This design comes from an exercise in tuning for small area, a short achievable clock period and few clock cycles per item on the open sky130 flow, not from production work. Only simulation tests tie the RTL to the original design; equivalence was not proved.

## xenon
==> flow/design.v (excerpt) <==
module swar_conv (
    input  wire         clk,
    input  wire         rst,
    input  wire         cmd_valid,
    output wire         cmd_ready,
    input  wire [31:0]  cmd,
    input  wire [63:0]  a,
    input  wire [63:0]  b,
    input  wire [7:0]   c,
    input  wire [167:0] sin,
    output reg          done,
    output reg          err,
    output wire [63:0]  res,
    output reg  [167:0] sout
);
For scale: about 7600 cells after synthesis, roughly 240 flip-flops, roughly 570 I/O pins.
clock: 8.0 ns
lec_check: 0
abc_area: 1
cap_margin: 20
core_margin: 2
core_utilization: 40
setup_slack_margin: 3
slew_margin: 20
run.sh (not shown) runs the stock make flow with config.mk's settings and CLKGATE_MAP_FILE= SYNTH_SCRIPT=/design/flow/synth_recipe.tcl, a recipe that flattens the netlist after the stock synthesis.
xenon completed end to end with timing, DRC and antenna clean.
Testbench counts of xenon, summed over its fixed seeds: cycles 8,727, commands 2,400.
Edits applied to the flow inputs when going from xenon to indigo:
# xenon
export LEC_CHECK = 0
export ABC_AREA = 1
export CAP_MARGIN = 20
export CORE_MARGIN = 2
export CORE_UTILIZATION = 40
export SETUP_SLACK_MARGIN = 3
export SLEW_MARGIN = 20
create_clock -name core_clock -period 8.0 [get_ports {clk}]
# indigo
export LEC_CHECK = 0
export ABC_AREA = 1
export CAP_MARGIN = 20
export CORE_MARGIN = 2
export CORE_UTILIZATION = 40
export SETUP_SLACK_MARGIN = 3.5
export SLEW_MARGIN = 20
export TNS_END_PERCENT = 20
create_clock -name core_clock -period 8.0 [get_ports {clk}]
--- outcome ---
indigo reached the final stage; the timing, design-rule and antenna checks on its layout passed.
Number of levels the H-tree was split into in indigo vs xenon: up 1
When indigo is measured against xenon, its clock period minus worst slack turns out 0.37 ns lower.
Compared with xenon, indigo shows a lower sequential share of layout area.
[inputs] violet vs indigo
# indigo
export LEC_CHECK = 0
export ABC_AREA = 1
export CAP_MARGIN = 20
export CORE_MARGIN = 2
export CORE_UTILIZATION = 40
export SETUP_SLACK_MARGIN = 3.5
export SLEW_MARGIN = 20
export TNS_END_PERCENT = 20
create_clock -name core_clock -period 8.0 [get_ports {clk}]
# violet
export LEC_CHECK = 0
export ABC_AREA = 1
export CAP_MARGIN = 20
export CORE_MARGIN = 2
export CORE_UTILIZATION = 40
export SETUP_SLACK_MARGIN = 3.5
export SLEW_MARGIN = 20
create_clock -name core_clock -period 8.0 [get_ports {clk}]
Results
indigo and violet ended up with roughly the same setup TNS.
violet against indigo.
On post-route cell area: between indigo and violet, it ends up higher for violet.
Going from indigo to violet, first-iteration DRC count +3.8%, met1 routed wirelength after detailed routing higher, setup slack increased 0.095 ns, final critical path time including I/O delays and setup shrank by 0.095 ns.
From violet to indigo, flip-flop and latch count did not move at all.
On minimum hold slack, violet does better than indigo.
Relative area of clock buffers and inverters in the final design delta (violet -> indigo): insignificant

========
== v6 ==
swar_conv, a different RTL version from the one above (not shown whole).
Size: ~570 I/O pins, roughly 39000 µm² of cells after synthesis.
export LEC_CHECK = 0
export ABC_AREA = 1
export CAP_MARGIN = 20
export CORE_MARGIN = 2
export CORE_UTILIZATION = 40
export SETUP_SLACK_MARGIN = 3
export SLEW_MARGIN = 20
create_clock -name core_clock -period 8.0 [get_ports {clk}]
standard.sh (not shown) runs the stock make flow with config.mk's settings and CLKGATE_MAP_FILE= SYNTH_SCRIPT=/design/flow/synth_recipe.tcl, a recipe that flattens the netlist after the stock synthesis.
==> flow/flow/run.sh <==
#!/bin/bash
# Standard layout, run whole; output in std.log
bash standard.sh > std.log 2>&1
Testbench counts of v6, summed over its fixed seeds: cycles 10,067, commands 2,400.
[inputs] v7 vs v6
==> flow/run.sh (new file) <==
#!/bin/bash
# synth_recipe.tcl (not shown) runs the flow's synth.tcl, then flattens the netlist and writes it again
# the make line also repeats each setting of config.mk as NAME=value (left out here)
make -C /OpenROAD-flow-scripts/flow DESIGN_CONFIG=/design/flow/config.mk WORK_HOME=/design/flow/orfs CLKGATE_MAP_FILE= SYNTH_SCRIPT=/design/flow/synth_recipe.tcl finish
removed: flow/flow/run.sh
removed: flow/standard.sh
Findings:
Diff v7..v6 | hold slack | unchanged. Diff v6..v7 | number of signal-net buffers in the layout | unchanged. Diff v7..v6 | data arrival time of the critical path | negligible. From v7 to v6, worst hold path stage count did not move at all. Between v6 and v7, the difference in share of the core filled with cells in the final layout is negligible. Diff v6 -> v7: max-slew violation count saw little to no change, period utilization saw little to no change.

[re-timing with driven ports]
How much do the figures lean on ideal ports? The routed layouts below were timed once more, with nothing changed but the port constraints. Step 1: set_driving_cell puts a clkbuf_16 on clk and a buf_2 on each other input, an assumption about the parent block. Step 2, shift: input delay + t, output delay - t, t = (earliest + latest rising clock arrival at the registers) / 2. This alone moves slack from input paths to output paths. Three values: no drivers, after step 1, after step 2; two values: the first two.
run	shift t [ns]	slack for setup (ns)	worst slew at a driven data input, ns	cell pins on the clock port's net
xenon	0.697	3.025 / 2.951 / 2.431	0.18	1
indigo	0.622	3.391 / 3.320 / 2.916	0.18	1
violet	0.630	3.486 / 3.411 / 2.993	0.16	1
v6	0.601	2.429 / 2.429 / 2.429	0.15	1
v7	0.601	2.429 / 2.429 / 2.429	0.15	1
After both steps every run listed still meets setup and hold. For xenon, which loses most, drivers alone change the setup slack by -0.074 ns; drivers and shift together by -0.594 ns.
